Context: an optimization exercise on an open-source flow, tuned for small area, a short achievable clock period and few clock cycles per item. The choices shown serve that exercise and are no tape-out recipe.
RTL that was checked went through simulation tests only; none was proved equivalent to the original.
For runs 1 and 2, only the layout was checked, not whether the RTL still works.
No activity file was given, so power comes from the tool's default toggle rates.

===== design/flow/config.mk =====
export PLATFORM = sky130hd
export DESIGN_NAME = upb_freq_codec
export DESIGN_NICKNAME = upb_freq_codec
export VERILOG_FILES = /design/flow/design.v
export SDC_FILE = /design/flow/constraint.sdc
export NUM_CORES = 4
export LEC_CHECK = 0
export CAP_MARGIN = 20
export CORE_MARGIN = 2
export CORE_UTILIZATION = 40
export SLEW_MARGIN = 20

===== design/flow/constraint.sdc =====
create_clock -name core_clock -period 11.0 [get_ports {clk}]
set_input_delay 2.2000 -clock core_clock [delete_from_list [all_inputs] [get_ports {clk}]]
set_output_delay 2.2000 -clock core_clock [all_outputs]
set_load 0.01 [all_outputs]

===== design/flow/design.v =====
module upb_freq_codec (
    input             clk,
    input             rst,           
    input             in_valid,
    output            in_ready,
    input      [3:0]  in_op,         
    input             in_layout,     
    input      [31:0] in_freq,
    input      [31:0] in_fcint,
    input      [31:0] in_fcfrac,
    input      [15:0] in_dreg0,
    input      [15:0] in_dreg1,
    output            out_valid,
    output     [3:0]  out_fcause,    
    output     [31:0] out_freq,
    output     [7:0]  out_fcint,
    output     [23:0] out_fcfrac,
    output     [15:0] out_dreg0,
    output     [15:0] out_dreg1
);
    localparam [17:0] D     = 18'd215625;
    localparam [31:0] F_MIN = 32'd775_000_000;
    localparam [31:0] F_MAX = 32'd1_100_000_000;
    reg          busy;       
    reg          mode;       
    reg  [3:0]   cnt;
    reg  [17:0]  rem;        
    reg  [31:0]  S;          
    reg          ov;
    reg  [2:0]   fc;
    assign in_ready = ~busy;
    assign out_valid = ov;
    assign out_fcause = {1'b0, fc};
    wire hz = (in_op == 4'hB);
    wire rh = (in_op == 4'hC);
    wire st = (in_op == 4'hD);
    wire rs = (in_op == 4'hE);
    wire freq_bad = (in_freq < F_MIN) || (in_freq > F_MAX);
    wire a_bad = (|in_fcint[31:6]) || (|in_fcfrac[31:19]);
    wire b_bad = (|in_fcint[31:8]) || (|in_fcfrac[31:24]);
    wire f_flt = hz & freq_bad;
    wire r_flt = (rh & a_bad) | (st & (in_layout ? a_bad : b_bad));
    wire ill   = ~(hz | rh | st | rs);
    wire go    = (hz & ~freq_bad) | (rh & ~a_bad);
    wire [31:0] p0_dec = {{31{1'b0}}, 1'b1} << in_fcfrac[4:0];
    wire [22:0] p0;
    assign p0[0] = |(p0_dec & 32'haaaaaaaa);
    assign p0[1] = |(p0_dec & 32'hcccccccc);
    assign p0[2] = |(p0_dec & 32'hf0f0f0f0);
    assign p0[3] = |(p0_dec & 32'h55aa55aa);
    assign p0[4] = |(p0_dec & 32'h993366cc);
    assign p0[5] = |(p0_dec & 32'h1e3c78f0);
    assign p0[6] = |(p0_dec & 32'hb56ad5aa);
    assign p0[7] = |(p0_dec & 32'hd9b366cc);
    assign p0[8] = |(p0_dec & 32'h1e3c78f0);
    assign p0[9] = |(p0_dec & 32'hb56ad5aa);
    assign p0[10] = |(p0_dec & 32'h264c9933);
    assign p0[11] = |(p0_dec & 32'h6d25b496);
    assign p0[12] = |(p0_dec & 32'h49b6d924);
    assign p0[13] = |(p0_dec & 32'h71c71e38);
    assign p0[14] = |(p0_dec & 32'h2b52b56a);
    assign p0[15] = |(p0_dec & 32'h4d9b264c);
    assign p0[16] = |(p0_dec & 32'h24b692da);
    assign p0[17] = |(p0_dec & 32'he38e71c6);
    assign p0[18] = |(p0_dec & 32'hb52b5a94);
    assign p0[19] = |(p0_dec & 32'h39cc6318);
    assign p0[20] = |(p0_dec & 32'h3e0f83e0);
    assign p0[21] = |(p0_dec & 32'hc00ffc00);
    assign p0[22] = |(p0_dec & 32'hfff00000);
    reg  [31:0] S_ld;
    always @(*) begin
        case ({in_op[1:0], in_layout})
            3'b110, 3'b111: S_ld = {in_freq[12], in_freq[11], in_freq[10], in_freq[9], in_freq[8], in_freq[7], in_freq[6], in_freq[5], in_freq[4], in_freq[3], in_freq[2], in_freq[1], in_freq[0], 1'b0, 1'b0, 1'b0, 1'b0, 1'b0, 1'b0, 1'b0, 1'b0, 1'b0, 1'b0, 1'b0, 1'b0, 1'b0, 1'b0, 1'b0, 1'b0, 1'b0, 1'b0, 1'b0};
            3'b000, 3'b001: S_ld = {p0[4], p0[3], p0[2], p0[1], p0[0], 1'b0, 1'b0, 1'b0, 1'b0, 1'b0, 1'b0, 1'b0, in_fcint[5], in_fcint[4], in_fcint[3], in_fcint[2], in_fcint[1], in_fcint[0], in_fcfrac[18], in_fcfrac[17], in_fcfrac[16], in_fcfrac[15], in_fcfrac[14], in_fcfrac[13], in_fcfrac[12], in_fcfrac[11], in_fcfrac[10], in_fcfrac[9], in_fcfrac[8], in_fcfrac[7], in_fcfrac[6], in_fcfrac[5]};
            3'b010:         S_ld = {in_fcint[7], in_fcint[6], in_fcfrac[23], in_fcfrac[22], in_fcfrac[21], in_fcfrac[20], in_fcfrac[19], in_fcfrac[4], in_fcfrac[3], in_fcfrac[2], in_fcfrac[1], in_fcfrac[0], in_fcint[5], in_fcint[4], in_fcint[3], in_fcint[2], in_fcint[1], in_fcint[0], in_fcfrac[18], in_fcfrac[17], in_fcfrac[16], in_fcfrac[15], in_fcfrac[14], in_fcfrac[13], in_fcfrac[12], in_fcfrac[11], in_fcfrac[10], in_fcfrac[9], in_fcfrac[8], in_fcfrac[7], in_fcfrac[6], in_fcfrac[5]};
            3'b011:         S_ld = {1'b0, 1'b0, in_fcfrac[7], in_fcfrac[6], in_fcfrac[5], in_fcfrac[4], in_fcfrac[3], in_fcfrac[13], in_fcfrac[12], in_fcfrac[11], in_fcfrac[10], in_fcfrac[9], 1'b0, 1'b0, 1'b0, 1'b0, 1'b1, in_fcfrac[8], in_fcfrac[2], in_fcfrac[1], in_fcfrac[0], in_fcint[5], in_fcint[4], in_fcint[3], in_fcint[2], in_fcint[1], in_fcint[0], in_fcfrac[18], in_fcfrac[17], in_fcfrac[16], in_fcfrac[15], in_fcfrac[14]};
            3'b100:         S_ld = {in_dreg0[15], in_dreg0[14], in_dreg0[7], in_dreg0[6], in_dreg0[5], in_dreg0[4], in_dreg0[3], in_dreg0[13], in_dreg0[12], in_dreg0[11], in_dreg0[10], in_dreg0[9], in_dreg0[8], in_dreg0[2], in_dreg0[1], in_dreg0[0], in_dreg1[15], in_dreg1[14], in_dreg1[13], in_dreg1[12], in_dreg1[11], in_dreg1[10], in_dreg1[9], in_dreg1[8], in_dreg1[7], in_dreg1[6], in_dreg1[5], in_dreg1[4], in_dreg1[3], in_dreg1[2], in_dreg1[1], in_dreg1[0]};
            default:        S_ld = {1'b0, 1'b0, 1'b0, 1'b0, 1'b0, 1'b0, 1'b0, in_dreg1[15], in_dreg1[14], in_dreg1[13], in_dreg1[12], in_dreg1[11], in_dreg1[10], in_dreg1[9], in_dreg1[8], in_dreg1[7], in_dreg1[6], in_dreg1[5], in_dreg1[4], in_dreg1[3], in_dreg1[2], in_dreg1[1], in_dreg1[0], in_dreg0[8], in_dreg0[7], in_dreg0[6], in_dreg0[5], in_dreg0[4], in_dreg0[3], in_dreg0[2], in_dreg0[1], in_dreg0[0]};
        endcase
    end
    wire [17:0] rem_ld = in_op[0] ? in_freq[30:13] : p0[22:5];
    wire [22:0] T = {rem, S[31:27]};
    wire [5:0] tt = T[22:17];
    wire [16:0] tu = T[16:0];
    wire [63:0] jlo_dec = {{63{1'b0}}, 1'b1} << tt;
    wire [4:0] jlo;
    assign jlo[0] = |(jlo_dec & 64'hfffb64d936c9b26c);
    assign jlo[1] = |(jlo_dec & 64'hfffc78e1c70e3c70);
    assign jlo[2] = |(jlo_dec & 64'hffff80fe07f03f80);
    assign jlo[3] = |(jlo_dec & 64'hffffff0007ffc000);
    assign jlo[4] = |(jlo_dec & 64'hfffffffff8000000);
    wire [63:0] ra_dec = {{63{1'b0}}, 1'b1} << tt;
    wire [17:0] ra;
    assign ra[0] = |(ra_dec & 64'hfffb64d936c9b26c);
    assign ra[1] = |(ra_dec & 64'h71c38f1c78e1c);
    assign ra[2] = |(ra_dec & 64'hfc07f03f81fc);
    assign ra[3] = |(ra_dec & 64'hfffb6726c6c9cd90);
    assign ra[4] = |(ra_dec & 64'h71ce1ce38438c);
    assign ra[5] = |(ra_dec & 64'hffff03e03e07c07c);
    assign ra[6] = |(ra_dec & 64'h464c6c8c98d90);
    assign ra[7] = |(ra_dec & 64'h31c21c638438c);
    assign ra[8] = |(ra_dec & 64'hffff03e03e07c07c);
    assign ra[9] = |(ra_dec & 64'h464c6c8c98d90);
    assign ra[10] = |(ra_dec & 64'h31c21c638438c);
    assign ra[11] = |(ra_dec & 64'h4673908ce7210);
    assign ra[12] = |(ra_dec & 64'h31ce739c6318c);
    assign ra[13] = |(ra_dec & 64'hfc1f07c1f07c);
    assign ra[14] = |(ra_dec & 64'h498d9c909bd90);
    assign ra[15] = |(ra_dec & 64'h38438c738738c);
    assign ra[16] = |(ra_dec & 64'h4e72109ce4210);
    assign ra[17] = |(ra_dec & 64'h55525294a4a5294a);
    wire [63:0] rb_dec = {{63{1'b0}}, 1'b1} << tt;
    wire [18:0] rb;
    assign rb[0] = |(rb_dec & 64'h49b26c9364d93);
    assign rb[1] = |(rb_dec & 64'h3871e38f1c38f);
    assign rb[2] = |(rb_dec & 64'h7f01f80fc07f);
    assign rb[3] = |(rb_dec & 64'h49bd93136726c);
    assign rb[4] = |(rb_dec & 64'h38738f70e31e3);
    assign rb[5] = |(rb_dec & 64'hffff80f80f01f01f);
    assign rb[6] = |(rb_dec & 64'hfffb1b213636426c);
    assign rb[7] = |(rb_dec & 64'hfff88718f10e31e3);
    assign rb[8] = |(rb_dec & 64'h780f80f01f01f);
    assign rb[9] = |(rb_dec & 64'hfffb1b213636426c);
    assign rb[10] = |(rb_dec & 64'hfff88718f10e31e3);
    assign rb[11] = |(rb_dec & 64'h31bdec637bd8c);
    assign rb[12] = |(rb_dec & 64'hfff88739cef18c63);
    assign rb[13] = |(rb_dec & 64'hfff87f07c1f07c1f);
    assign rb[14] = |(rb_dec & 64'h36426f6c64e6c);
    assign rb[15] = |(rb_dec & 64'hfff8e31e31ce3de3);
    assign rb[16] = |(rb_dec & 64'h37bd8c6f7b18c);
    assign rb[17] = |(rb_dec & 64'h5556d6b5adad6b5a);
    assign rb[18] = |(rb_dec & 64'hffffffffffffffff);
    wire [18:0] da = {1'b0, ra} + {2'b0, tu};
    wire [18:0] db = rb + {2'b0, tu};
    wire        bge = ~db[18];
    wire [63:0] jhi_dec = {{63{1'b0}}, 1'b1} << tt;
    wire [4:0] jhi;
    assign jhi[0] = |(jhi_dec & 64'hfffc9b26c9364d93);
    assign jhi[1] = |(jhi_dec & 64'hffff1c38f1c78e1c);
    assign jhi[2] = |(jhi_dec & 64'hffffe03f01f80fe0);
    assign jhi[3] = |(jhi_dec & 64'hffffffc001fff000);
    assign jhi[4] = |(jhi_dec & 64'hfffffffffe000000);
    wire [4:0] dq = bge ? jhi : jlo;
    wire [17:0] dr = bge ? db[17:0] : da[17:0];
    wire [31:0] md_dec = {{31{1'b0}}, 1'b1} << S[4:0];
    wire [22:0] md;
    assign md[0] = |(md_dec & 32'haaaaaaaa);
    assign md[1] = |(md_dec & 32'hcccccccc);
    assign md[2] = |(md_dec & 32'hf0f0f0f0);
    assign md[3] = |(md_dec & 32'h55aa55aa);
    assign md[4] = |(md_dec & 32'h993366cc);
    assign md[5] = |(md_dec & 32'h1e3c78f0);
    assign md[6] = |(md_dec & 32'hb56ad5aa);
    assign md[7] = |(md_dec & 32'hd9b366cc);
    assign md[8] = |(md_dec & 32'h1e3c78f0);
    assign md[9] = |(md_dec & 32'hb56ad5aa);
    assign md[10] = |(md_dec & 32'hd9b366cc);
    assign md[11] = |(md_dec & 32'hb496d25a);
    assign md[12] = |(md_dec & 32'hd9249b6c);
    assign md[13] = |(md_dec & 32'he1c71c70);
    assign md[14] = |(md_dec & 32'hab52b52a);
    assign md[15] = |(md_dec & 32'hcd9b264c);
    assign md[16] = |(md_dec & 32'ha4b692da);
    assign md[17] = |(md_dec & 32'h638e71c6);
    assign md[18] = |(md_dec & 32'hb52b5a94);
    assign md[19] = |(md_dec & 32'h39cc6318);
    assign md[20] = |(md_dec & 32'h3e0f83e0);
    assign md[21] = |(md_dec & 32'hc00ffc00);
    assign md[22] = |(md_dec & 32'hfff00000);
    wire [22:0] ms = {5'd0, rem} + md;
    wire last = (cnt == 4'd15);
    always @(posedge clk) begin
        if (rst) begin
            busy <= 1'b0;
            ov   <= 1'b0;
        end else if (busy) begin
            ov <= last;
            if (last) busy <= 1'b0;
        end else begin
            ov   <= in_valid & ~go;
            busy <= in_valid & go;
        end
    end
    always @(posedge clk) begin
        if (busy) begin
            cnt <= cnt + 4'd1;
            if (mode) begin
                rem <= dr;
                S   <= {S[26:0], dq};
            end else begin
                rem <= ms[22:5];
                S   <= {ms[4:0], S[31:5]};
            end
        end else begin
            mode <= in_op[0];
            cnt  <= in_op[0] ? 4'd11 : 4'd12;
            fc   <= {f_flt | r_flt, ill | f_flt | r_flt, r_flt};
            rem  <= rem_ld;
            S    <= S_ld;
        end
    end
    assign {out_fcint, out_fcfrac} = {S[31], S[30], S[24], S[23], S[22], S[21], S[20], S[19], S[29], S[28], S[27], S[26], S[25], S[18], S[17], S[16], S[15], S[14], S[13], S[12], S[11], S[10], S[9], S[8], S[7], S[6], S[5], S[4], S[3], S[2], S[1], S[0]};
    assign {out_dreg0, out_dreg1}  = {S[31], S[30], S[19], S[18], S[17], S[16], S[15], S[14], S[29], S[28], S[27], S[26], S[25], S[13], S[12], S[11], S[10], S[9], S[8], S[7], S[6], S[5], S[4], S[3], S[2], S[1], S[0], S[24], S[23], S[22], S[21], S[20]};
    assign out_freq = {1'b0, rem[17:0], S[31:19]};
endmodule

===== design/flow/flow/run.sh =====
#!/bin/bash
# Standard ORFS layout (standard.sh), with the port buffers made of the smallest buffer
# and timing repair aiming below the clock period. Each step's output goes to its own log.
set -euo pipefail
export BUFFER_PORTS_ARGS="-buffer_cell sky130_fd_sc_hd__buf_1"
if [[ -f flow/margin.txt ]]; then export SETUP_SLACK_MARGIN=$(cat flow/margin.txt); fi
bash standard.sh synth > synth.log 2>&1
bash standard.sh floorplan > floorplan.log 2>&1
bash standard.sh place > place.log 2>&1
bash standard.sh cts > cts.log 2>&1
bash standard.sh route > route.log 2>&1
bash standard.sh finish > finish.log 2>&1

===== design/flow/standard.sh =====
#!/bin/bash
# synth_recipe.tcl (not shown) runs the flow's synth.tcl, then flattens the netlist and writes it again
# the make line also repeats each setting of config.mk as NAME=value (left out here)
make -C /OpenROAD-flow-scripts/flow DESIGN_CONFIG=/design/flow/config.mk WORK_HOME=/design/flow/orfs CLKGATE_MAP_FILE= SYNTH_SCRIPT=/design/flow/synth_recipe.tcl "${@:-finish}"

==> results of run 1 <==
[flip-flops by register name (all words and copies together), names as in the netlist]
name,count
mode,1
rem,18
S,32
cnt,4
fc,3
ov,1
busy,1
[logic make-up (layout without fill, tap and decap cells)]
group,Yosys count,count (layout)
AO/OA/AOI/OAI,664,664
AND/OR/NAND/NOR,500,500
buffers and inverters,222,315
multiplexers,70,70
flip-flops,60,60
adder cells (fa/ha/maj),57,57
XOR/XNOR,55,55
other,1,2
[cell type report]
type,instances,area [um^2],share of cell area (%)
Multi-Input combinational cell,1348,8502,72.62
Clock inverter,6,46.29,0.3954
Tap cell,341,426.7,3.644
Sequential cell,60,1247,10.66
Clock buffer,10,250.2,2.137
Inverter,35,131.4,1.122
Timing Repair Buffer,264,1104,9.426
[power groups by stage]
stage	Clock [mW]	Sequential (mW)	Combinational, mW
floorplan	0	0.277	0.805
global placement	0	0.280	1.09
detailed placement	0	0.280	1.08
CTS	0.277	0.275	1.09
global route	0.287	0.278	1.21
finish	0.277	0.275	1.12
[stage by stage]
stage          setup slack (ns)  hold slack, ns  instance area [um^2]  power (mW)
3_5_place_dp              5.581          0.4730                 11410       1.363
5_1_grt                   5.107          0.5050                 11710       1.779
6_report                  5.367          0.4850                 11710       1.673
2_1_floorplan             6.584          0.4409                 10780       1.082
4_1_cts                   5.534          0.4804                 11710       1.643
3_3_place_gp              5.752          0.4632                 11400       1.371
[layer usage]
| metal | share of wire, % | up-vias | global-route usage, % |
|---|---|---|---|
| met5 | 0 | - | 0 |
| met4 | 3.8 | 0 | 11.21 |
| met3 | 9.7 | 118 | 4.161 |
| met2 | 45 | 852 | 50.54 |
| met1 | 41 | 6206 | 43.35 |
| li1 | - | 6242 | - |
[worst paths after layout]
kind / from / end / slack [ns] / cells after the start
hold / removal: cnt[0] / cnt[0] / 0.48 / 1
setup / recovery: rem[14] / S[0] / 5.37 / 18
setup reg to reg: rem[14] / S[0] / 5.37 / 18
hold reg to reg: cnt[0] / cnt[0] / 0.48 / 1
[cells in the final DEF (no fill, tap or decap), drive strengths merged, types with 31 or more instances in the layout]
cell / synthesis / routed
nand3: 40 / 40
nor2: 166 / 166
o22ai: 36 / 36
inv: 32 / 33
buf: 86 / 261
nor3: 31 / 31
o21ai: 179 / 179
nand2: 152 / 152
a21oi: 177 / 177
ha: 53 / 53
dfxtp: 56 / 56
mux2i: 53 / 53
[worst register-to-register path: cells and delay by family (launching register included)]
kind | cells | cell delay (ns)
AOI/OAI and AO/OA | 9 | 2.71
adders and majority gates | 2 | 0.48
buffers and inverters | 3 | 0.76
DFF | 1 | 0.31
and+or+nand+nor | 4 | 1.23
==> run summary, run 1 <==
CTS tree=built; XOR/XNOR Fraction of Synth Area=under 10%; CTS root buf=clkbuf_16; DRT iter0 DRCs=between 2k and 2.5k; area leader, netlist=dfxtp_1; die width=168.2 um; synthesized area=~11000 um^2; syn_area_per_cell=about 6.6 um^2; CP Max Fanout=79; clock power share=about 17%; Synth top cells by count=177 x a21oi_1, 172 x o21ai_0, 165 x nor2_1, 152 x nand2_1, 101 x clkbuf_1; Rows=60; max incr delay on CP=roughly 0.70 ns; worst-path cell chain=buf_4 > nor2_1 > a221oi_1 > a31oi_1 > nor3_1 > inv_1 > ha_1 > inv_1 > fa_1 > nor2b_4 > o31a_1 > o21ai_2 > a2111oi_2 > o41a_1 > o21ai_4 > nor3_1 > a211oi_1 > o22ai_1; asr flop ratio synth=0%; Worst Tran Pin Value=around 0.94 ns; starting density of the core=about two fifths; CTS buffer count=9; pin count of the biggest net entering global routing=94; post-synthesis sequential area ratio=around 12%; routed vias/inst=~6.5; DRC violations left=0; Final Slew Violations=0; most common cell in the synthesized netlist=a21oi_1; via count=13.42k; share of layout cells above drive strength 1=slightly below 6%; Synth Warn #=1; max frequency=0.1775 GHz; worst skew pair latency=about 0.33 ns; grt ovf=0; post_cts resized=0; MaxCap Viol Count=0; n_diodes=0; Post-CTS Setup Inserts=0; Tmin final=around 5.6 ns; clock transition at the registers of the reported paths=roughly 0.060 ns; number of flops mapped to enable cells by yosys=4; crit path kind=reg -> reg; Synth Area in Compound Gates=approximately two fifths; Setup violations, final=0; Comb pwr share=about 67%; status=complete, no violations; Slowest-stage cell, CP=o21ai_4; GR Util All Layers=approximately a third; Sink Count=60; core footprint=26730 um^2; Switch Pwr=~850 uW; Final Wtd Congestion=roughly 1; # nets final=1910; final cell count without fillers=~2.1k; number of top-level pins=around 240; Fillers=between 2k and 3k; setup TNS=0 ns; CTS Buffer Depth=2; Crit. End Element=register; worst vdd ir=about 110 uV; CTS HTree Levels=3; main combinational cell family by area after synthesis=compound AO/OA/AOI/OAI gates; internal power=a little over 800 uW; post-DP HPWL=between 30 and 40 mm; CP Launch Type=register; first-pass GRT wire length=just over 70 mm; end-of-flow core utilization=between 40% and 50%; delay-heaviest family, CP=compound AO/OA/AOI/OAI gates; Netlist cell types=roughly 90; gate count after technology mapping=between 1.5k and 2k; final hold vios=0; Buf+Inv Stages, Crit Path=3; Simple-Gate Fraction of Synth Area=about a fifth; Net Sw Frac=50.93%; Die Height=between 150 and 200 um; fraction of synthesized area in multiplexers=6.698%; Slew HR=approximately 37%; post-route ant nets=0; DP Cell Count=between 2k and 2.5k; ranking of synthesized cells by area=dfxtp_1 10%, a21oi_1 8.2%, o21ai_0 8.0%; Hold Buf Count CTS=0; initial antenna violation count=0; Yosys reg bits=60; IO buf count=235; post-synthesis adder-cell area fraction=slightly below 7%; vias in the first global route=about 12k; Hold Path Class=reg -> reg; data required time at the worst endpoint=about 11 ns; share of the synthesized area in the top cell type=between 10% and 20%; area grow syn2layout=8.626%; worst-case clock skew=around 0.0077 ns; Critical Path AT=slightly below 6 ns; Post-Route WL=46.36 mm; Final Cycle Share=between 50 and 60%; leak pwr=4.410 nW; Cell Pwr Density=approximately 140 nW/um^2; RSZ-0062 raised after global routing=no; Main synth FF type=dfxtp_1; sequential share of power=around 17%; post-DR wirelength/cell=~22 um; DIE AREA=around 28000 um^2; drt pass-1 iters=10
==> run 2: changes to the inputs <==
--- a/design/flow/design.v
+++ b/design/flow/design.v
@@ -85,20 +85,20 @@
     wire [63:0] jlo_dec = {{63{1'b0}}, 1'b1} << tt;
     wire [4:0] jlo;
-    assign jlo[0] = |(jlo_dec & 64'hfffb64d936c9b26c);
-    assign jlo[1] = |(jlo_dec & 64'hfffc78e1c70e3c70);
-    assign jlo[2] = |(jlo_dec & 64'hffff80fe07f03f80);
-    assign jlo[3] = |(jlo_dec & 64'hffffff0007ffc000);
-    assign jlo[4] = |(jlo_dec & 64'hfffffffff8000000);
+    assign jlo[0] = |(jlo_dec & 64'h1b64d936c9b26c);
+    assign jlo[1] = |(jlo_dec & 64'h1c78e1c70e3c70);
+    assign jlo[2] = |(jlo_dec & 64'h1f80fe07f03f80);
+    assign jlo[3] = |(jlo_dec & 64'h1fff0007ffc000);
+    assign jlo[4] = |(jlo_dec & 64'h1ffffff8000000);
     wire [63:0] ra_dec = {{63{1'b0}}, 1'b1} << tt;
     wire [17:0] ra;
-    assign ra[0] = |(ra_dec & 64'hfffb64d936c9b26c);
+    assign ra[0] = |(ra_dec & 64'h1b64d936c9b26c);
     assign ra[1] = |(ra_dec & 64'h71c38f1c78e1c);
     assign ra[2] = |(ra_dec & 64'hfc07f03f81fc);
-    assign ra[3] = |(ra_dec & 64'hfffb6726c6c9cd90);
+    assign ra[3] = |(ra_dec & 64'h1b6726c6c9cd90);
     assign ra[4] = |(ra_dec & 64'h71ce1ce38438c);
-    assign ra[5] = |(ra_dec & 64'hffff03e03e07c07c);
+    assign ra[5] = |(ra_dec & 64'h1f03e03e07c07c);
     assign ra[6] = |(ra_dec & 64'h464c6c8c98d90);
     assign ra[7] = |(ra_dec & 64'h31c21c638438c);
-    assign ra[8] = |(ra_dec & 64'hffff03e03e07c07c);
+    assign ra[8] = |(ra_dec & 64'h1f03e03e07c07c);
     assign ra[9] = |(ra_dec & 64'h464c6c8c98d90);
     assign ra[10] = |(ra_dec & 64'h31c21c638438c);
@@ -109,17 +109,17 @@
     assign ra[15] = |(ra_dec & 64'h38438c738738c);
     assign ra[16] = |(ra_dec & 64'h4e72109ce4210);
-    assign ra[17] = |(ra_dec & 64'h55525294a4a5294a);
+    assign ra[17] = |(ra_dec & 64'h125294a4a5294a);
     wire [63:0] rb_dec = {{63{1'b0}}, 1'b1} << tt;
     wire [18:0] rb;
-    assign rb[0] = |(rb_dec & 64'h49b26c9364d93);
-    assign rb[1] = |(rb_dec & 64'h3871e38f1c38f);
-    assign rb[2] = |(rb_dec & 64'h7f01f80fc07f);
+    assign rb[0] = |(rb_dec & 64'hffe49b26c9364d93);
+    assign rb[1] = |(rb_dec & 64'hffe3871e38f1c38f);
+    assign rb[2] = |(rb_dec & 64'hffe07f01f80fc07f);
     assign rb[3] = |(rb_dec & 64'h49bd93136726c);
-    assign rb[4] = |(rb_dec & 64'h38738f70e31e3);
+    assign rb[4] = |(rb_dec & 64'hffe38738f70e31e3);
     assign rb[5] = |(rb_dec & 64'hffff80f80f01f01f);
-    assign rb[6] = |(rb_dec & 64'hfffb1b213636426c);
+    assign rb[6] = |(rb_dec & 64'h1b1b213636426c);
     assign rb[7] = |(rb_dec & 64'hfff88718f10e31e3);
-    assign rb[8] = |(rb_dec & 64'h780f80f01f01f);
-    assign rb[9] = |(rb_dec & 64'hfffb1b213636426c);
+    assign rb[8] = |(rb_dec & 64'hffe780f80f01f01f);
+    assign rb[9] = |(rb_dec & 64'h1b1b213636426c);
     assign rb[10] = |(rb_dec & 64'hfff88718f10e31e3);
     assign rb[11] = |(rb_dec & 64'h31bdec637bd8c);
@@ -129,5 +129,5 @@
     assign rb[15] = |(rb_dec & 64'hfff8e31e31ce3de3);
     assign rb[16] = |(rb_dec & 64'h37bd8c6f7b18c);
-    assign rb[17] = |(rb_dec & 64'h5556d6b5adad6b5a);
+    assign rb[17] = |(rb_dec & 64'h16d6b5adad6b5a);
     assign rb[18] = |(rb_dec & 64'hffffffffffffffff);
     wire [18:0] da = {1'b0, ra} + {2'b0, tu};
@@ -137,8 +137,8 @@
     wire [4:0] jhi;
     assign jhi[0] = |(jhi_dec & 64'hfffc9b26c9364d93);
-    assign jhi[1] = |(jhi_dec & 64'hffff1c38f1c78e1c);
-    assign jhi[2] = |(jhi_dec & 64'hffffe03f01f80fe0);
-    assign jhi[3] = |(jhi_dec & 64'hffffffc001fff000);
-    assign jhi[4] = |(jhi_dec & 64'hfffffffffe000000);
+    assign jhi[1] = |(jhi_dec & 64'h1f1c38f1c78e1c);
+    assign jhi[2] = |(jhi_dec & 64'h1fe03f01f80fe0);
+    assign jhi[3] = |(jhi_dec & 64'h1fffc001fff000);
+    assign jhi[4] = |(jhi_dec & 64'h1ffffffe000000);
     wire [4:0] dq = bge ? jhi : jlo;
     wire [17:0] dr = bge ? db[17:0] : da[17:0];
--- a/design/flow/config.mk
+++ b/design/flow/config.mk
@@ -8,4 +8,4 @@
 export CAP_MARGIN = 20
 export CORE_MARGIN = 2
-export CORE_UTILIZATION = 40
+export CORE_UTILIZATION = 50
 export SLEW_MARGIN = 20
==> run summary, run 2 <==
status=complete, no violations; Die Height=~150 um; asr flop ratio synth=0%; starting density of the core=51.01%; CTS buffer count=9; DRC violations left=0; Final Cycle Share=between 40% and 50%; Cell Pwr Density=about 140 nW/um^2; clock power share=roughly a fifth; DRT iter0 DRCs=around 1.8k; share of the synthesized area in the top cell type=10.42%; MaxCap Viol Count=0; Slowest-stage cell, CP=nor2_1; Worst Tran Pin Value=roughly 1.0 ns; CTS tree=built; Crit. End Element=register; Netlist cell types=90; worst hold slack=just under 0.5 ns; first-pass GRT wire length=67.26 mm; Final Slew Violations=0; n_diodes=0; number of flops mapped to enable cells by yosys=4; Sink Count=60; Post-Route WL=about 44 mm; CP Max Fanout=between 80 and 90; Yosys reg bits=60; pin count of the biggest net entering global routing=86; Top Registers=S (32), rem (18), cnt (4); worst skew pair latency=approximately 0.35 ns; post-DP HPWL=32.92 mm; Synth top cells by count=173 x a21oi_1, 173 x o21ai_0, 163 x nand2_1, 158 x nor2_1, 76 x clkbuf_1; Post-CTS Setup Inserts=0; core footprint=about 21000 um^2; end-of-flow core utilization=54.83%; CTS root buf=clkbuf_16; delay-heaviest family, CP=compound AO/OA/AOI/OAI gates; leak pwr=~4.4 nW; GR Util All Layers=between 30% and 40%; Hold Path Class=reg -> reg; max FFs per register=32; final instance area=between 10000 and 15000 um^2; Critical Path AT=between 5 and 6 ns; area grow syn2layout=7.491%; Setup violations, final=0; Synth Warn #=1; worst vdd ir=between 80 and 90 uV; vias in the first global route=~12k; Net Sw Frac=between 40% and 50%; max incr delay on CP=0.76 ns; Fillers=2189; DIE AREA=22700 um^2; area leader, netlist=dfxtp_1; IO buf count=~240; internal power=about 840 uW; data required time at the worst endpoint=between 10 and 15 ns; grt ovf=0; dpl ws=between 5 and 6 ns; final hold vios=0; die width=150.7 um; Biggest register=S; Comb pwr share=between 60% and 70%; crit path kind=reg -> reg; commonest non-fill, non-tap cell in the layout=buf_1; commonest non-fill, non-tap cells in the layout=232 x buf_1, 173 x a21oi_1, 173 x o21ai_0; drt pass-1 iters=6; worst-path cell chain=buf_4 > inv_1 > nor2_1 > a32oi_1 > o221a_2 > ha_1 > a211o_1 > a21oi_1 > nand2b_1 > a31oi_2 > o221ai_4 > buf_4 > mux2i_1 > a21oi_1 > a221o_1; Main synth FF type=dfxtp_1; Rows=53; post_cts resized=0; DP Cell Count=between 1.5k and 2k; gate count after technology mapping=between 1.5k and 2k; sequential share of power=between 15 and 20%; # nets final=between 1.5k and 2k; ranking of synthesized cells by area=dfxtp_1 10%, a21oi_1 8.0%, o21ai_0 8.0%; number of top-level pins=around 240; Switch Pwr=around 800 uW; CP Launch Type=register; CTS Buffer Depth=2; worst-case clock skew=a little under 0.008 ns; post-DR wirelength/cell=about 22 um; RSZ-0062 raised after global routing=no; via count=about 13k; initial antenna violation count=0; post-route ant nets=0; Power Total=around 1.6 mW; post-synthesis sequential area ratio=11.54%; routed vias/inst=approximately 6.7; Buf+Inv Stages, Crit Path=3; clock transition at the registers of the reported paths=0.06 ns; CTS HTree Levels=3; Worst Slack Setup Final=around 5.6 ns; max frequency=0.1856 GHz; Final Wtd Congestion=between 1 and 1.5; final cell count without fillers=roughly 2k; share of layout cells above drive strength 1=5.023%; Hold Buf Count CTS=0; synthesized area=~11000 um^2; Slew HR=about a third; syn_area_per_cell=6.648 um^2; Tmin final=roughly 5.4 ns; setup TNS=0 ns; Area after DPL=11230 um^2
[run 2: cell count changes in the layout (fill, tap and decap cells not counted), sizes merged, moves of 6 or more]
cell	before	now
a211oi	23	35
inv	33	40
nand2	152	163
nand2b	16	22
nor2	166	158
nor2b	24	18
[run 2: worst paths after layout]
check	startpoint	to	slack, ns	depth (start not counted)
hold reg to reg	cnt[0]	cnt[0]	0.48	1
setup reg to reg	rem[15]	rem[0]	5.61	15
setup / recovery	rem[15]	rem[0]	5.61	15
hold / removal	cnt[0]	cnt[0]	0.48	1
[run 2: area by class of cell]
type | count | area (um^2) | area share (%)
clock buffer | 13 | 291.5 | 2.521
clock inverter | 3 | 40.04 | 0.3463
inverter | 44 | 165.2 | 1.428
multi-input combinational | 1333 | 8409 | 72.73
sequential | 60 | 1246 | 10.78
tap | 275 | 344.1 | 2.976
timing repair buffer | 259 | 1066 | 9.220
[run 2: kinds of logic (layout without fill, tap and decap cells)]
logic type	after synthesis	count (layout)	synth area share (%)
adders and majority gates	60	60	7.096
other	1	2	0.03486
xor gates and xnor gates	60	60	4.885
DFF	60	60	11.54
and+or+nand+nor	493	493	20.80
AOI/OAI and AO/OA	654	654	39.11
muxes	64	64	6.118
buffers and inverters	226	319	10.42
[run 2: routing by layer]
metal / up-vias / global-route usage, % / part of all wire, %
li1: 6155 / - / -
met3: 146 / 6.758 / 9.6
met5: - / 0 / 0
met4: 0 / 14.25 / 4.2
met1: 6148 / 52.80 / 42
met2: 849 / 59.20 / 44
[run 2: power groups by stage]
stage	Combinational, mW	Sequential (mW)	Clock (mW)
floorplan	0.760	0.274	0
global placement	1.00	0.285	0
detailed placement	1.00	0.285	0
CTS	1.01	0.280	0.318
global route	1.12	0.284	0.326
finish	1.04	0.281	0.317
==> run 3: changes to the inputs <==
--- a/design/flow/design.v
+++ b/design/flow/design.v
@@ -19,10 +19,9 @@
     output     [15:0] out_dreg1
 );
-    localparam [17:0] D     = 18'd215625;
     localparam [31:0] F_MIN = 32'd775_000_000;
     localparam [31:0] F_MAX = 32'd1_100_000_000;
     reg          busy;       
     reg          mode;       
-    reg  [3:0]   cnt;
+    reg  [2:0]   cnt;
     reg  [17:0]  rem;        
     reg  [31:0]  S;          
@@ -72,7 +71,7 @@
         case ({in_op[1:0], in_layout})
             3'b110, 3'b111: S_ld = {in_freq[12], in_freq[11], in_freq[10], in_freq[9], in_freq[8], in_freq[7], in_freq[6], in_freq[5], in_freq[4], in_freq[3], in_freq[2], in_freq[1], in_freq[0], 1'b0, 1'b0, 1'b0, 1'b0, 1'b0, 1'b0, 1'b0, 1'b0, 1'b0, 1'b0, 1'b0, 1'b0, 1'b0, 1'b0, 1'b0, 1'b0, 1'b0, 1'b0, 1'b0};
-            3'b000, 3'b001: S_ld = {p0[4], p0[3], p0[2], p0[1], p0[0], 1'b0, 1'b0, 1'b0, 1'b0, 1'b0, 1'b0, 1'b0, in_fcint[5], in_fcint[4], in_fcint[3], in_fcint[2], in_fcint[1], in_fcint[0], in_fcfrac[18], in_fcfrac[17], in_fcfrac[16], in_fcfrac[15], in_fcfrac[14], in_fcfrac[13], in_fcfrac[12], in_fcfrac[11], in_fcfrac[10], in_fcfrac[9], in_fcfrac[8], in_fcfrac[7], in_fcfrac[6], in_fcfrac[5]};
-            3'b010:         S_ld = {in_fcint[7], in_fcint[6], in_fcfrac[23], in_fcfrac[22], in_fcfrac[21], in_fcfrac[20], in_fcfrac[19], in_fcfrac[4], in_fcfrac[3], in_fcfrac[2], in_fcfrac[1], in_fcfrac[0], in_fcint[5], in_fcint[4], in_fcint[3], in_fcint[2], in_fcint[1], in_fcint[0], in_fcfrac[18], in_fcfrac[17], in_fcfrac[16], in_fcfrac[15], in_fcfrac[14], in_fcfrac[13], in_fcfrac[12], in_fcfrac[11], in_fcfrac[10], in_fcfrac[9], in_fcfrac[8], in_fcfrac[7], in_fcfrac[6], in_fcfrac[5]};
-            3'b011:         S_ld = {1'b0, 1'b0, in_fcfrac[7], in_fcfrac[6], in_fcfrac[5], in_fcfrac[4], in_fcfrac[3], in_fcfrac[13], in_fcfrac[12], in_fcfrac[11], in_fcfrac[10], in_fcfrac[9], 1'b0, 1'b0, 1'b0, 1'b0, 1'b1, in_fcfrac[8], in_fcfrac[2], in_fcfrac[1], in_fcfrac[0], in_fcint[5], in_fcint[4], in_fcint[3], in_fcint[2], in_fcint[1], in_fcint[0], in_fcfrac[18], in_fcfrac[17], in_fcfrac[16], in_fcfrac[15], in_fcfrac[14]};
+            3'b000, 3'b001: S_ld = {in_fcfrac[9], in_fcfrac[8], in_fcfrac[7], in_fcfrac[6], in_fcfrac[5], in_fcfrac[14], in_fcfrac[13], in_fcfrac[12], in_fcfrac[11], in_fcfrac[10], in_fcint[0], in_fcfrac[18], in_fcfrac[17], in_fcfrac[16], in_fcfrac[15], in_fcint[5], in_fcint[4], in_fcint[3], in_fcint[2], in_fcint[1], 1'b0, 1'b0, 1'b0, 1'b0, 1'b0, 1'b0, 1'b0, p0[4], p0[3], p0[2], p0[1], p0[0]};
+            3'b010:         S_ld = {in_fcfrac[9], in_fcfrac[8], in_fcfrac[7], in_fcfrac[6], in_fcfrac[5], in_fcfrac[14], in_fcfrac[13], in_fcfrac[12], in_fcfrac[11], in_fcfrac[10], in_fcint[0], in_fcfrac[18], in_fcfrac[17], in_fcfrac[16], in_fcfrac[15], in_fcint[5], in_fcint[4], in_fcint[3], in_fcint[2], in_fcint[1], in_fcint[7], in_fcint[6], in_fcfrac[23], in_fcfrac[22], in_fcfrac[21], in_fcfrac[20], in_fcfrac[19], in_fcfrac[4], in_fcfrac[3], in_fcfrac[2], in_fcfrac[1], in_fcfrac[0]};
+            3'b011:         S_ld = {in_fcfrac[18], in_fcfrac[17], in_fcfrac[16], in_fcfrac[15], in_fcfrac[14], in_fcint[4], in_fcint[3], in_fcint[2], in_fcint[1], in_fcint[0], in_fcfrac[8], in_fcfrac[2], in_fcfrac[1], in_fcfrac[0], in_fcint[5], 1'b0, 1'b0, 1'b0, 1'b0, 1'b1, 1'b0, 1'b0, in_fcfrac[7], in_fcfrac[6], in_fcfrac[5], in_fcfrac[4], in_fcfrac[3], in_fcfrac[13], in_fcfrac[12], in_fcfrac[11], in_fcfrac[10], in_fcfrac[9]};
             3'b100:         S_ld = {in_dreg0[15], in_dreg0[14], in_dreg0[7], in_dreg0[6], in_dreg0[5], in_dreg0[4], in_dreg0[3], in_dreg0[13], in_dreg0[12], in_dreg0[11], in_dreg0[10], in_dreg0[9], in_dreg0[8], in_dreg0[2], in_dreg0[1], in_dreg0[0], in_dreg1[15], in_dreg1[14], in_dreg1[13], in_dreg1[12], in_dreg1[11], in_dreg1[10], in_dreg1[9], in_dreg1[8], in_dreg1[7], in_dreg1[6], in_dreg1[5], in_dreg1[4], in_dreg1[3], in_dreg1[2], in_dreg1[1], in_dreg1[0]};
             default:        S_ld = {1'b0, 1'b0, 1'b0, 1'b0, 1'b0, 1'b0, 1'b0, in_dreg1[15], in_dreg1[14], in_dreg1[13], in_dreg1[12], in_dreg1[11], in_dreg1[10], in_dreg1[9], in_dreg1[8], in_dreg1[7], in_dreg1[6], in_dreg1[5], in_dreg1[4], in_dreg1[3], in_dreg1[2], in_dreg1[1], in_dreg1[0], in_dreg0[8], in_dreg0[7], in_dreg0[6], in_dreg0[5], in_dreg0[4], in_dreg0[3], in_dreg0[2], in_dreg0[1], in_dreg0[0]};
@@ -80,6 +79,6 @@
     end
     wire [17:0] rem_ld = in_op[0] ? in_freq[30:13] : p0[22:5];
-    wire [22:0] T = {rem, S[31:27]};
-    wire [5:0] tt = T[22:17];
+    wire [22:0] T  = {rem, S[31:27]};
+    wire [5:0]  tt = T[22:17];
     wire [16:0] tu = T[16:0];
     wire [63:0] jlo_dec = {{63{1'b0}}, 1'b1} << tt;
@@ -90,4 +89,11 @@
     assign jlo[3] = |(jlo_dec & 64'h1fff0007ffc000);
     assign jlo[4] = |(jlo_dec & 64'h1ffffff8000000);
+    wire [63:0] jhi_dec = {{63{1'b0}}, 1'b1} << tt;
+    wire [4:0] jhi;
+    assign jhi[0] = |(jhi_dec & 64'hfffc9b26c9364d93);
+    assign jhi[1] = |(jhi_dec & 64'h1f1c38f1c78e1c);
+    assign jhi[2] = |(jhi_dec & 64'h1fe03f01f80fe0);
+    assign jhi[3] = |(jhi_dec & 64'h1fffc001fff000);
+    assign jhi[4] = |(jhi_dec & 64'h1ffffffe000000);
     wire [63:0] ra_dec = {{63{1'b0}}, 1'b1} << tt;
     wire [17:0] ra;
@@ -131,17 +137,10 @@
     assign rb[17] = |(rb_dec & 64'h16d6b5adad6b5a);
     assign rb[18] = |(rb_dec & 64'hffffffffffffffff);
-    wire [18:0] da = {1'b0, ra} + {2'b0, tu};
-    wire [18:0] db = rb + {2'b0, tu};
+    wire [18:0] da  = {1'b0, ra} + {2'b0, tu};
+    wire [18:0] db  = rb + {2'b0, tu};
     wire        bge = ~db[18];
-    wire [63:0] jhi_dec = {{63{1'b0}}, 1'b1} << tt;
-    wire [4:0] jhi;
-    assign jhi[0] = |(jhi_dec & 64'hfffc9b26c9364d93);
-    assign jhi[1] = |(jhi_dec & 64'h1f1c38f1c78e1c);
-    assign jhi[2] = |(jhi_dec & 64'h1fe03f01f80fe0);
-    assign jhi[3] = |(jhi_dec & 64'h1fffc001fff000);
-    assign jhi[4] = |(jhi_dec & 64'h1ffffffe000000);
-    wire [4:0] dq = bge ? jhi : jlo;
-    wire [17:0] dr = bge ? db[17:0] : da[17:0];
-    wire [31:0] md_dec = {{31{1'b0}}, 1'b1} << S[4:0];
+    wire [4:0]  dq  = bge ? jhi : jlo;
+    wire [17:0] dr  = bge ? db[17:0] : da[17:0];
+    wire [31:0] md_dec = {{31{1'b0}}, 1'b1} << S[31:27];
     wire [22:0] md;
     assign md[0] = |(md_dec & 32'haaaaaaaa);
@@ -169,5 +168,5 @@
     assign md[22] = |(md_dec & 32'hfff00000);
     wire [22:0] ms = {5'd0, rem} + md;
-    wire last = (cnt == 4'd15);
+    wire last = (cnt == 3'd7);
     always @(posedge clk) begin
         if (rst) begin
@@ -184,15 +183,10 @@
     always @(posedge clk) begin
         if (busy) begin
-            cnt <= cnt + 4'd1;
-            if (mode) begin
-                rem <= dr;
-                S   <= {S[26:0], dq};
-            end else begin
-                rem <= ms[22:5];
-                S   <= {ms[4:0], S[31:5]};
-            end
+            cnt <= cnt + 3'd1;
+            rem <= mode ? dr : ms[22:5];
+            S   <= {S[26:0], mode ? dq : ms[4:0]};
         end else begin
             mode <= in_op[0];
-            cnt  <= in_op[0] ? 4'd11 : 4'd12;
+            cnt  <= in_op[0] ? 3'd3 : 3'd4;
             fc   <= {f_flt | r_flt, ill | f_flt | r_flt, r_flt};
             rem  <= rem_ld;
@@ -201,5 +195,5 @@
     end
     assign {out_fcint, out_fcfrac} = {S[31], S[30], S[24], S[23], S[22], S[21], S[20], S[19], S[29], S[28], S[27], S[26], S[25], S[18], S[17], S[16], S[15], S[14], S[13], S[12], S[11], S[10], S[9], S[8], S[7], S[6], S[5], S[4], S[3], S[2], S[1], S[0]};
-    assign {out_dreg0, out_dreg1}  = {S[31], S[30], S[19], S[18], S[17], S[16], S[15], S[14], S[29], S[28], S[27], S[26], S[25], S[13], S[12], S[11], S[10], S[9], S[8], S[7], S[6], S[5], S[4], S[3], S[2], S[1], S[0], S[24], S[23], S[22], S[21], S[20]};
-    assign out_freq = {1'b0, rem[17:0], S[31:19]};
+    assign {out_dreg0, out_dreg1}  = {S[11], S[10], S[16], S[15], S[14], S[13], S[12], S[21], S[9], S[8], S[7], S[6], S[5], S[20], S[19], S[18], S[17], S[26], S[25], S[24], S[23], S[22], S[31], S[30], S[29], S[28], S[27], S[4], S[3], S[2], S[1], S[0]};
+    assign out_freq = {1'b0, rem, S[4:0], S[9:5], S[14:12]};    
 endmodule
==> design/flow/flow/margin.txt (new file) <==
7
--- a/design/flow/config.mk
+++ b/design/flow/config.mk
@@ -8,4 +8,4 @@
 export CAP_MARGIN = 20
 export CORE_MARGIN = 2
-export CORE_UTILIZATION = 50
+export CORE_UTILIZATION = 40
 export SLEW_MARGIN = 20
==> run summary, run 3 <==
Synth Warn #=1; most common cell in the synthesized netlist=o21ai_0; Biggest register=S; DRT iter0 DRCs=around 2.2k; vias in the first global route=between 10k and 15k; drt pass-1 iters=14; CTS root buf=clkbuf_16; setup TNS=0 ns; DRC violations left=0; clock transition at the registers of the reported paths=0.06 ns; Power Total=around 1.9 mW; core footprint=~25000 um^2; Slowest-stage cell, CP=dfxtp_4; Final Wtd Congestion=0.9910; post-DP HPWL=between 30 and 40 mm; worst vdd ir=79.34 uV; Hold Buf Count CTS=0; max incr delay on CP=between 0.3 and 0.4 ns; syn_area_per_cell=roughly 6.7 um^2; dpl ws=between 5 and 6 ns; path depth of the worst reg2reg path=19; pin count of the biggest net entering global routing=78; max frequency=~0.24 GHz; delay-heaviest family, CP=compound AO/OA/AOI/OAI gates; Critical Path AT=approximately 4.3 ns; starting density of the core=40.70%; Worst Tran Pin Value=roughly 1 ns; share of layout cells above drive strength 1=between 10 and 15%; hold endpoint=cnt[0]; die width=164.1 um; Post-Route WL=roughly 50 mm; initial antenna violation count=0; number of flops mapped to enable cells by yosys=4; Netlist cell types=81; CTS buffer count=9; post-synthesis sequential area ratio=11.91%; worst-case clock skew=~0.011 ns; Synth top cells by count=165 x o21ai_0, 155 x nor2_1, 152 x a21oi_1, 146 x nand2_1, 92 x clkbuf_1; Hold Path Class=reg -> reg; Yosys reg bits=just under 60; Crit. End Element=register; RR Startpoint=rem[14]; commonest non-fill, non-tap cell in the layout=buf_1; Main synth FF type=dfxtp_1; Final Slew Violations=0; worst-path cell chain=buf_12 > clkinvlp_4 > buf_4 > nor2_4 > o21ai_0 > a221oi_1 > nor2_1 > a221oi_2 > ha_2 > a211o_1 > o211ai_1 > a211o_1 > a21oi_2 > o41ai_4 > buf_4 > buf_12 > or3b_4 > a31oi_1 > a21oi_1; data required time at the worst endpoint=~11 ns; Tmin final=approximately 4.1 ns; CP Launch Type=register; Top Registers=S (32), rem (18); post-route ant nets=0; Slew HR=32.29%; CP Max Fanout=13; number of top-level pins=~240; commonest non-fill, non-tap cells in the layout=232 x buf_1, 155 x o21ai_0, 146 x a21oi_1; GR Util All Layers=a little over a third; MaxCap Viol Count=0; crit path kind=reg -> reg; Cell Pwr Density=148.6 nW/um^2; RSZ-0062 raised after global routing=yes; HP Start=cnt[0]; flop-to-flop setup slack=roughly 6.9 ns; worst skew pair latency=~0.34 ns; FF-to-FF End=S[0]; grt ovf=0; first-pass GRT wire length=around 74 mm; final hold vios=0; max FFs per register=32; Die Height=164.1 um; worst hold slack=approximately 0.45 ns; status=complete, no violations; via count=13.85k; Buf+Inv Stages, Crit Path=5; Rows=58; gate count after technology mapping=1537; post-DR wirelength/cell=24.68 um; n_diodes=0; asr flop ratio synth=0%; Setup violations, final=0; Final Cycle Share=a little under two fifths; Worst Slack Setup Final=between 6 and 7 ns; CTS tree=built; CTS HTree Levels=3; CTS Buffer Depth=2; ranking of synthesized cells by area=dfxtp_1 11%, o21ai_0 8.1%, a21oi_1 7.4%; IO buf count=roughly 240; synthesized area=between 10000 and 15000 um^2; area grow syn2layout=24.38%; share of the synthesized area in the top cell type=10.74%; Hold Path Depth=1; # nets final=1899; Sink Count=59; area leader, netlist=dfxtp_1; leak pwr=between 4 and 5 nW; DIE AREA=roughly 27000 um^2; routed vias/inst=~6.8
-- run 3: changes by cell type after synthesis, moves of 6 or more --
cell,before,now
buf_2,28,17
nand3_1,36,30
a21oi_1,173,152
o21ai_0,173,165
clkbuf_1,76,92
mux2_2,13,3
mux2i_1,50,36
buf_4,54,48
o21ai_1,6,0
a22oi_1,11,18
nand2_1,163,146
xor2_1,31,19
-- run 3: metal layers --
layer / vias up / global-route usage, % / share of wire (%)
li1: 6112 / - / -
met1: 6336 / 46.59 / 38
met2: 1101 / 54.15 / 43
met3: 300 / 9.924 / 13
met4: 0 / 15.47 / 5.9
met5: - / 0 / 0
-- run 3: timing repair --
item,CTS,global route
buffers inserted,29,28
gates cloned,14,3
gates resized for setup,103,85
pin swaps,9,45
endpoints found under the setup margin,47,33
-- run 3: worst register-to-register path, stage by stage (launching register included) --
cell	delay (ns)
dfxtp_4	0.39
buf_12	0.17
clkinvlp_4	0.08
buf_4	0.21
nor2_4	0.23
o21ai_0	0.10
a221oi_1	0.25
nor2_1	0.09
a221oi_2	0.35
ha_2	0.32
a211o_1	0.14
o211ai_1	0.12
a211o_1	0.31
a21oi_2	0.22
o41ai_4	0.10
buf_4	0.17
buf_12	0.12
or3b_4	0.37
a31oi_1	0.18
a21oi_1	0.09
-- run 3: cell families (layout without fill, tap and decap cells) --
logic type                 after synthesis  in the layout  share of synthesized area (%)
adders and majority gates               59             59                          7.373
other                                    1              2                        0.03659
buffers and inverters                  216            389                          9.875
xor gates and xnor gates                50             50                          4.272
DFF                                     59             59                          11.91
and+or+nand+nor                        456            456                          20.28
muxes                                   39             39                          3.845
AOI/OAI and AO/OA                      657            657                          42.41
-- run 3: where the power goes --
group          switching [mW]  internal [mW]
combinational           0.791          0.547
sequential             0.0391          0.238
clock                   0.119          0.161
-- run 3: how the worst max path moves through the flow --
stage | cells past startpoint | to | slack [ns] | start
4_1_cts | 20 | S[0] | 6.87 | rem[13]
3_3_place_gp | 17 | rem[0] | 5.71 | rem[14]
6_report | 19 | S[0] | 6.86 | rem[14]
3_5_place_dp | 16 | rem[0] | 5.57 | rem[14]
2_1_floorplan | 16 | rem[2] | 7.01 | rem[16]
5_1_grt | 20 | S[0] | 6.76 | rem[12]
-- run 3: final cells by class --
type / count / area (um^2)
Fill cell: 2476 / 12430
Multi-Input combinational cell: 1263 / 8508
Timing Repair Buffer: 330 / 2085
Sequential cell: 59 / 1246
Tap cell: 330 / 412.9
Clock buffer: 10 / 239.0
Inverter: 41 / 198.9
Clock inverter: 6 / 46.29
Timing Repair inverter: 2 / 12.51
-- run 3: through the flow --
step / instances / util [%] / instance area, um^2
2_1_floorplan: 1538 / - / 10280
3_3_place_gp: 1951 / 43.18 / 10870
3_5_place_dp: 1951 / 43.18 / 10870
4_1_cts: 2010 / 48.27 / 12160
5_1_grt: 2041 / 50.63 / 12750
6_report: 2041 / 50.63 / 12750
Testbench counts of run 3, summed over its fixed seeds: cycles 10,079, items 2,400.

==> re-timing with driven ports <==
How much do the figures lean on ideal ports? The routed layouts below were timed once more, with nothing changed but the port constraints.
Step 1, drivers: a clkbuf_16 drives clk and a buf_2 each remaining input, both assumed.
Step 2 moves the port delays by t, midway between the first and last clock arrival at a register: inputs arrive t later, outputs are due t later. That takes back most of the time a late clock gives input paths.
a / b / c = ideal / step 1 / step 2; a / b = the first two.
| run | t (ns) | setup WS [ns] | clock arrival spread, ns | pins driven straight from the clock port |
|---|---|---|---|---|
| run 1 | 0.373 | 5.367 / 5.367 / 5.367 | 0.008 / 0.008 | 1 |
| run 2 | 0.400 | 5.613 / 5.613 / 5.613 | 0.008 / 0.008 | 1 |
| run 3 | 0.382 | 6.856 / 6.856 / 6.688 | 0.012 / 0.012 | 1 |
After both steps setup and hold are still met in every run listed. The setup slack of run 3, which loses most, moves by 0.000 ns with the drivers and by -0.168 ns with both steps.
